This is an optimization exercise on Yosys and OpenROAD, whose aim is small area, not a production implementation.
The RTL was checked by simulation tests, not by an equivalence proof against the original design.
Power is estimated from default activity; no workload was simulated. The flow treats the clock pin as an ideal source, which a real chip does not have.

Design reflow_link, start of the top module:
module reflow_link (
    input  wire        clk,
    input  wire        rst,
    input  wire        rx_valid,
    input  wire [7:0]  rx_data,
    output wire        rx_ready,
    input  wire        cmd_valid,
    input  wire [3:0]  cmd_op,
    input  wire [63:0] cmd_arg,
    output wire        cmd_ready,
    output wire        resp_valid,
    output wire [1:0]  resp_err,
    output wire [32:0] resp_data,
    output wire [6:0]  resp_count,
    output wire        tx_valid,
    output wire [7:0]  tx_data,
    output reg         telem_valid,
    output wire [7:0]  telem_mode,
    output wire [7:0]  telem_runmode,
    output wire [7:0]  telem_stage,
    output wire        telem_fan,
    output wire        telem_lamp,
    output wire [31:0] telem_temp1,
    output wire [31:0] telem_temp2,
    output wire [2:0]  telem_err
);
    localparam [3:0] OP_SENDMODE   = 4'd1;
    localparam [3:0] OP_SENDPROF   = 4'd2;
    localparam [3:0] OP_WCLEAR     = 4'd3;
    localparam [3:0] OP_WSNAP      = 4'd4;
    localparam [3:0] OP_SCUR       = 4'd5;
    localparam [3:0] OP_CONNECT    = 4'd6;
  ...
For scale: roughly 230 I/O pins, ~51,000 sq um of cells after synthesis.
export LEC_CHECK = 0
export CAP_MARGIN = 20
export CORE_MARGIN = 2
export CORE_UTILIZATION = 60
export CTS_BUF_LIST = sky130_fd_sc_hd__clkbuf_8
export CTS_CLUSTER_DIAMETER = 40
export CTS_CLUSTER_SIZE = 20
export PLACE_DENSITY = 0.75
export SLEW_MARGIN = 20
create_clock -name core_clock -period 10.0 [get_ports {clk}]
standard.sh (not shown) runs the stock make flow with config.mk's settings and CLKGATE_MAP_FILE= SYNTH_SCRIPT=/design/flow/synth_recipe.tcl, a recipe that flattens the netlist after the stock synthesis.
==> flow/flow/run.sh <==
#!/bin/bash
# Standard ORFS layout (the standard.sh) with two changes:
#  - ports are buffered with sky130_fd_sc_hd__buf_1 instead of the resizer's default choice;
#  - clock tree synthesis runs without dummy loads.
# All tool output goes to make.log in the work folder (ORFS keeps per-step logs under orfs/logs).
set -euo pipefail
export BUFFER_PORTS_ARGS="-buffer_cell sky130_fd_sc_hd__buf_1"
export CTS_ARGS="-sink_clustering_enable -repair_clock_nets -dont_use_dummy_load -buf_list sky130_fd_sc_hd__clkbuf_16 -sink_clustering_size 34 -sink_clustering_max_diameter 80"
bash standard.sh > make.log 2>&1
The first run finished with antenna violations left.
Change:
--- a/flow/flow/run.sh
+++ b/flow/flow/run.sh
@@ -6,4 +6,4 @@
 set -euo pipefail
 export BUFFER_PORTS_ARGS="-buffer_cell sky130_fd_sc_hd__buf_1"
-export CTS_ARGS="-sink_clustering_enable -repair_clock_nets -dont_use_dummy_load -buf_list sky130_fd_sc_hd__clkbuf_16 -sink_clustering_size 34 -sink_clustering_max_diameter 80"
+export CTS_ARGS="-sink_clustering_enable -repair_clock_nets -dont_use_dummy_load -buf_list sky130_fd_sc_hd__clkbuf_8 -sink_clustering_size 20 -sink_clustering_max_diameter 60"
 bash standard.sh > make.log 2>&1
Effect: This time the run ran to the end with no violations. Sequential power hardly moves. Count of clock-buffer cells in the layout came out higher by 57. Utilization came out lower by 0.13 points. Final area is about the same. Clock power came out lower by a few percent.
Change:
- CTS_CLUSTER_DIAMETER: 40 -> 60
What happened: Total power is unchanged. Synthesized cell count is unchanged. Design area is unchanged. Clock power barely changes. Global-route usage stays the same. Final cell count stays the same. Via count does not change. Sequential share of layout area stays the same. Routed wire length is unchanged.
Change:
--- a/flow/flow/run.sh
+++ b/flow/flow/run.sh
@@ -6,4 +6,4 @@
 set -euo pipefail
 export BUFFER_PORTS_ARGS="-buffer_cell sky130_fd_sc_hd__buf_1"
-export CTS_ARGS="-sink_clustering_enable -repair_clock_nets -dont_use_dummy_load -buf_list sky130_fd_sc_hd__clkbuf_8 -sink_clustering_size 20 -sink_clustering_max_diameter 60"
+export CTS_ARGS="-sink_clustering_enable -repair_clock_nets -dont_use_dummy_load -buf_list sky130_fd_sc_hd__clkbuf_8 -sink_clustering_size 20 -sink_clustering_max_diameter 40"
 bash standard.sh > make.log 2>&1
- CTS_CLUSTER_DIAMETER: 60 -> 40
After rerunning: Maximum frequency is lower by 0.66%. Sequential power barely changes. Cell area is higher by 0.64%. Utilization is higher by 0.42 points. Via count hardly moves. Cell count is higher by 0.59%.

Another version of the RTL of reflow_link (not shown whole).
For scale: about 2900 cells after synthesis, about 2300 flip-flops, ~230 I/O pins.
Settings: LEC_CHECK=0, CAP_MARGIN=20, CORE_MARGIN=2, CORE_UTILIZATION=60, CTS_BUF_LIST=sky130_fd_sc_hd__clkbuf_8, CTS_CLUSTER_DIAMETER=40, CTS_CLUSTER_SIZE=20, PLACE_DENSITY=0.75, SLEW_MARGIN=20; clock period 10.0 ns.
==> flow/flow/run.sh <==
#!/bin/bash
# Standard ORFS layout (the standard.sh) with two changes:
#  - ports are buffered with sky130_fd_sc_hd__buf_1 instead of the resizer's default choice;
#  - clock tree synthesis runs without dummy loads.
# All tool output goes to make.log in the work folder (ORFS keeps per-step logs under orfs/logs).
set -euo pipefail
export BUFFER_PORTS_ARGS="-buffer_cell sky130_fd_sc_hd__buf_1"
export CTS_ARGS="-sink_clustering_enable -repair_clock_nets -dont_use_dummy_load -buf_list sky130_fd_sc_hd__clkbuf_8 -sink_clustering_size 24 -sink_clustering_max_diameter 30"
bash standard.sh > make.log 2>&1
Rerun with:
--- a/flow/flow/run.sh
+++ b/flow/flow/run.sh
@@ -8 +8 @@
-export CTS_ARGS="-sink_clustering_enable -repair_clock_nets -dont_use_dummy_load -buf_list sky130_fd_sc_hd__clkbuf_8 -sink_clustering_size 24 -sink_clustering_max_diameter 30"
+export CTS_ARGS="-sink_clustering_enable -repair_clock_nets -dont_use_dummy_load -buf_list sky130_fd_sc_hd__clkbuf_8 -sink_clustering_size 20 -sink_clustering_max_diameter 40"
The changed run went through all stages and came out clean. Die area does not change. Routed wire length fell by a few percent. Worst setup slack gets worse by 0.12 ns. Via count goes down slightly. Power shrinks by a few percent. Clock-buffer cell count goes down by 73. Core utilization fell by 1.2 points. Non-clock buffer count stays the same. Synthesized cell count is unchanged. Global-route usage is lower by 0.48 points. Final cell count went down slightly.
Rerun with:
--- a/flow/flow/run.sh
+++ b/flow/flow/run.sh
@@ -8 +8 @@
-export CTS_ARGS="-sink_clustering_enable -repair_clock_nets -dont_use_dummy_load -buf_list sky130_fd_sc_hd__clkbuf_8 -sink_clustering_size 20 -sink_clustering_max_diameter 40"
+export CTS_ARGS="-sink_clustering_enable -repair_clock_nets -dont_use_dummy_load -buf_list sky130_fd_sc_hd__clkbuf_4 -sink_clustering_size 10 -sink_clustering_max_diameter 30"
What happened: Critical path depth stays the same; setup slack improves by 0.020 ns; routed wire length hardly moves.
Rerun with:
--- a/flow/flow/run.sh
+++ b/flow/flow/run.sh
@@ -8 +8 @@
-export CTS_ARGS="-sink_clustering_enable -repair_clock_nets -dont_use_dummy_load -buf_list sky130_fd_sc_hd__clkbuf_4 -sink_clustering_size 10 -sink_clustering_max_diameter 30"
+export CTS_ARGS="-sink_clustering_enable -repair_clock_nets -dont_use_dummy_load -buf_list sky130_fd_sc_hd__clkbuf_4 -sink_clustering_size 12 -sink_clustering_max_diameter 25"
Result:
- power goes up by 2.1%
- via count goes up by 1.0%
- final cell count goes up by 1.2%
- critical path depth does not change
- fmax goes down by 0.44%
- final area goes up by 0.71%
- wire length goes up by 0.92%
- core utilization goes up by 0.47 points

Setup of v52:
The RTL this note starts from:
==> flow/design.v <==
module reflow_link (
    input  wire        clk,
    input  wire        rst,
    input  wire        rx_valid,
    input  wire [7:0]  rx_data,
    output wire        rx_ready,
    input  wire        cmd_valid,
    input  wire [3:0]  cmd_op,
    input  wire [63:0] cmd_arg,
    output wire        cmd_ready,
    output wire        resp_valid,
    output wire [1:0]  resp_err,
    output wire [32:0] resp_data,
    output wire [6:0]  resp_count,
    output wire        tx_valid,
    output wire [7:0]  tx_data,
    output reg         telem_valid,
    output wire [7:0]  telem_mode,
    output wire [7:0]  telem_runmode,
    output wire [7:0]  telem_stage,
    output wire        telem_fan,
    output wire        telem_lamp,
    output wire [31:0] telem_temp1,
    output wire [31:0] telem_temp2,
    output wire [2:0]  telem_err
);
    localparam [3:0] OP_SENDMODE   = 4'd1;
    localparam [3:0] OP_SENDPROF   = 4'd2;
    localparam [3:0] OP_WCLEAR     = 4'd3;
    localparam [3:0] OP_WSNAP      = 4'd4;
    localparam [3:0] OP_SCUR       = 4'd5;
    localparam [3:0] OP_CONNECT    = 4'd6;
    localparam [3:0] OP_DISCONNECT = 4'd7;
    localparam [3:0] ST_SEEK1 = 4'd0;
    localparam [3:0] ST_SEEK2 = 4'd1;
    localparam [3:0] ST_LAST  = 4'd14;
    reg         link;
    reg  [3:0]  st;
    reg  [7:0]  f_mode, f_runmode, f_stage;
    reg         f_fan, f_lamp;
    reg  [31:0] f_t1;
    reg  [23:0] f_t2;
    reg         s_valid;
    reg  [7:0]  s_mode, s_runmode, s_stage;
    reg         s_fan, s_lamp;
    reg  [6:0]  wcnt;
    reg  [5:0]  hp;
    reg  [64*33-1:0] ring;
    reg         wpend;
    reg         pend;
    reg  [1:0]  r_err;
    reg         r_cnt, r_sess, r_wait;
    reg  [5:0]  idx;
    reg  [3:0]  tx_st;
    reg         tx_prof;
    reg  [63:0] tx_arg;
    wire tx_idle = (tx_st == 4'd0);
    assign cmd_ready = !pend && !wpend && tx_idle;
    wire cmd_fire = cmd_valid && cmd_ready;
    assign rx_ready  = !pend && !wpend && !cmd_fire;
    wire rx_fire  = rx_valid && rx_ready;
    wire op_conn = (cmd_op == OP_CONNECT) || (cmd_op == OP_DISCONNECT);
    wire op_send = (cmd_op == OP_SENDMODE) || (cmd_op == OP_SENDPROF);
    wire new_conn = cmd_fire && op_conn;
    wire wclear   = cmd_fire && (op_conn || cmd_op == OP_WCLEAR);
    wire rx_live = rx_fire && link;
    wire commit  = rx_live && (st == ST_LAST);
    always @(posedge clk) begin
        if (rst)
            link <= 1'b0;
        else if (new_conn)
            link <= (cmd_op == OP_CONNECT);
    end
    always @(posedge clk) begin
        if (rst || new_conn)
            st <= ST_SEEK1;
        else if (rx_live) begin
            case (st)
                ST_SEEK1: st <= (rx_data == 8'hFA) ? ST_SEEK2 : ST_SEEK1;
                ST_SEEK2: st <= (rx_data == 8'hAF) ? 4'd2 :
                                (rx_data == 8'hFA) ? ST_SEEK2 : ST_SEEK1;
                ST_LAST:  st <= ST_SEEK1;
                default:  st <= st + 4'd1;
            endcase
        end
    end
    always @(posedge clk) begin
        if (rx_live) begin
            case (st)
                4'd2, ST_LAST: f_mode <= rx_data;
                4'd3:  f_runmode     <= rx_data;
                4'd4:  f_stage       <= rx_data;
                4'd5:  f_fan         <= (rx_data != 8'd0);
                4'd6:  f_lamp        <= (rx_data != 8'd0);
                4'd7:  f_t1[7:0]     <= rx_data;
                4'd8:  f_t1[15:8]    <= rx_data;
                4'd9:  f_t1[23:16]   <= rx_data;
                4'd10: f_t1[31:24]   <= rx_data;
                4'd11: f_t2[7:0]     <= rx_data;
                4'd12: f_t2[15:8]    <= rx_data;
                4'd13: f_t2[23:16]   <= rx_data;
                default: ;
            endcase
        end
    end
    always @(posedge clk) begin
        if (rst || new_conn)
            s_valid <= 1'b0;
        else if (commit)
            s_valid <= 1'b1;
    end
    always @(posedge clk) begin
        if (commit) begin
            s_mode    <= f_mode;
            s_runmode <= f_runmode;
            s_stage   <= f_stage;
            s_fan     <= f_fan;
            s_lamp    <= f_lamp;
        end
    end
    always @(posedge clk) begin
        if (rst)
            telem_valid <= 1'b0;
        else
            telem_valid <= commit;
    end
    assign telem_mode    = s_mode;
    assign telem_runmode = s_runmode;
    assign telem_stage   = s_stage;
    assign telem_fan     = s_fan;
    assign telem_lamp    = s_lamp;
    assign telem_temp1   = f_t1;
    assign telem_temp2   = {f_mode, f_t2};
    assign telem_err     = {s_stage > 8'd5, s_runmode > 8'd2, s_mode > 8'd3};
    wire [32:0] sample = {1'b0, f_t1} + {1'b0, f_mode, f_t2};
    wire [5:0]  hsum   = hp + (wpend ? wcnt[5:0] : idx);
    wire        at0    = (hsum == 6'd0);
    wire        wr_hit = wpend && at0;
    wire        full   = wcnt[6];
    always @(posedge clk)
        ring <= {wr_hit ? sample : ring[32:0], ring[64*33-1:33]};
    always @(posedge clk)
        hp <= (wr_hit && full) ? 6'd0 : hp - 6'd1;
    always @(posedge clk) begin
        if (rst || wclear)
            wcnt <= 7'd0;
        else if (wr_hit && !full)
            wcnt <= wcnt + 7'd1;
    end
    always @(posedge clk) begin
        if (rst)
            wpend <= 1'b0;
        else if (commit)
            wpend <= 1'b1;
        else if (wr_hit)
            wpend <= 1'b0;
    end
    wire snap_in = ({1'b0, cmd_arg[7:0]} < {2'b00, wcnt});
    always @(posedge clk) begin
        if (cmd_fire) begin
            idx    <= cmd_arg[5:0];
            r_err  <= (op_send && !link) ? 2'd2 :
                      (cmd_op == 4'd0 || cmd_op[3]) ? 2'd3 : 2'd0;
            r_cnt  <= (cmd_op == OP_WSNAP);
            r_sess <= (cmd_op == OP_SCUR);
            r_wait <= (cmd_op == OP_WSNAP) && snap_in;
        end
    end
    assign resp_valid = pend && (!r_wait || at0);
    always @(posedge clk) begin
        if (rst)
            pend <= 1'b0;
        else if (cmd_fire)
            pend <= 1'b1;
        else if (resp_valid)
            pend <= 1'b0;
    end
    wire [26:0] sess_word = {1'b1, s_lamp, s_fan, s_stage, s_runmode, s_mode};
    assign resp_err   = r_err;
    assign resp_count = r_cnt ? wcnt : 7'd0;
    assign resp_data  = (r_wait ? ring[32:0] : 33'd0) |
                        {6'd0, (r_sess && s_valid) ? sess_word : 27'd0};
    always @(posedge clk) begin
        if (rst)
            tx_st <= 4'd0;
        else if (cmd_fire && link && op_send)
            tx_st <= 4'd1;
        else if (!tx_idle)
            tx_st <= (tx_st == (tx_prof ? 4'd11 : 4'd5)) ? 4'd0 : tx_st + 4'd1;
    end
    always @(posedge clk) begin
        if (cmd_fire)
            tx_prof <= cmd_op[1];
    end
    always @(posedge clk) begin
        if (cmd_fire)
            tx_arg <= {cmd_arg[39:32], cmd_arg[31:24], cmd_arg[23:16], cmd_arg[15:8],
                       cmd_arg[7:0],   cmd_arg[63:56], cmd_arg[55:48], cmd_arg[47:40]};
        else
            tx_arg <= {tx_arg[7:0], tx_arg[63:8]};
    end
    assign tx_valid = !tx_idle;
    assign tx_data  = (tx_st == 4'd1) ? 8'hFA :
                      (tx_st == 4'd2) ? 8'hAF :
                      (tx_st == 4'd3) ? {6'd0, tx_prof, !tx_prof} :
                      tx_arg[7:0];
endmodule
Settings: LEC_CHECK=0, CAP_MARGIN=20, CORE_MARGIN=2, CORE_UTILIZATION=40, PLACE_DENSITY=0.6, SLEW_MARGIN=20; clock period 10.0 ns.
run.sh (not shown) runs the stock make flow with config.mk's settings and CLKGATE_MAP_FILE= SYNTH_SCRIPT=/design/flow/synth_recipe.tcl, a recipe that flattens the netlist after the stock synthesis.
Stock flow here: none of the scripts above is used.
v52 completed end to end with timing, DRC and antenna clean.
Input changes introduced in v41 (baseline for comparison: v52):
-- flow/config.mk --
<<< v52, line 9
export CORE_MARGIN = 2
export CORE_UTILIZATION = 40
export PLACE_DENSITY = 0.6
export SLEW_MARGIN = 20
>>> v41, line 9
export CORE_MARGIN = 2
export CORE_UTILIZATION = 60
export CTS_BUF_LIST = sky130_fd_sc_hd__clkbuf_8
export CTS_CLUSTER_DIAMETER = 40
export CTS_CLUSTER_SIZE = 20
export PLACE_DENSITY = 0.75
export SLEW_MARGIN = 20
[summary]
- Power consumption (lower): v41
- Share of the clock period used by the worst path delta for v41 relative to v52: 0.24 points lower
- Compared with v52, v41 shows static power due to leakage lower by 5.9%.
Inputs modified between v41 and v46:
-- flow/config.mk --
<<< v41, line 10
export CORE_UTILIZATION = 60
export CTS_BUF_LIST = sky130_fd_sc_hd__clkbuf_8
export CTS_CLUSTER_DIAMETER = 40
export CTS_CLUSTER_SIZE = 20
export PLACE_DENSITY = 0.75
>>> v46, line 10
export CORE_UTILIZATION = 60
export CTS_BUF_LIST = sky130_fd_sc_hd__clkbuf_16
export CTS_CLUSTER_DIAMETER = 50
export CTS_CLUSTER_SIZE = 40
export PLACE_DENSITY = 0.75
==> comparison <==
v46 against v41: final design utilization has increased; number of remaining DRC errors has remained practically unchanged; proportion of total power due to net switching has increased; final period demand of the worst path has decreased; power after layout has increased. Total power density per cell area (v46 vs. v41) increases by a few percent. Summary: with v41 as the reference, post-layout instance count excluding filler cells in v46 moved down slightly.

==> separate check: timing with driven ports <==
In the flow no input, the clock included, has a driving cell. The finished layouts below were timed again as built, in two steps. Step 1 assumes that a clkbuf_16 drives the clock port and a buf_2 every other input. Step 2 also shifts input and output timing later by t, the mid clock arrival at the registers, as if the neighbouring blocks saw the same clock. Three values: ideal ports, drivers, drivers and shift; two values: the first two.
run	t (ns)	setup slack, ns	hold WS [ns]
the first run of note 1	0.686	4.924 / 4.859 / 5.197	0.267 / 0.267 / 0.267
the second run of note 1	0.828	4.773 / 4.707 / 5.200	0.280 / 0.280 / 0.280
the third run of note 1	0.828	4.773 / 4.707 / 5.200	0.280 / 0.280 / 0.280
the fourth run of note 1	0.844	4.738 / 4.674 / 5.197	0.248 / 0.248 / 0.248
the first run of note 2	0.880	3.007 / 3.007 / 3.007	0.240 / 0.240 / 0.240
the second run of note 2	0.853	2.884 / 2.884 / 2.884	0.231 / 0.231 / 0.231
the third run of note 2	1.118	2.904 / 2.904 / 2.904	0.240 / 0.240 / 0.240
the fourth run of note 2	1.140	2.873 / 2.873 / 2.873	0.237 / 0.237 / 0.237
v52	0.851	3.478 / 3.406 / 4.010	0.291 / 0.291 / 0.291
v41	0.890	3.502 / 3.440 / 3.662	0.268 / 0.268 / 0.268
v46	0.810	3.575 / 3.506 / 3.642	0.295 / 0.295 / 0.295
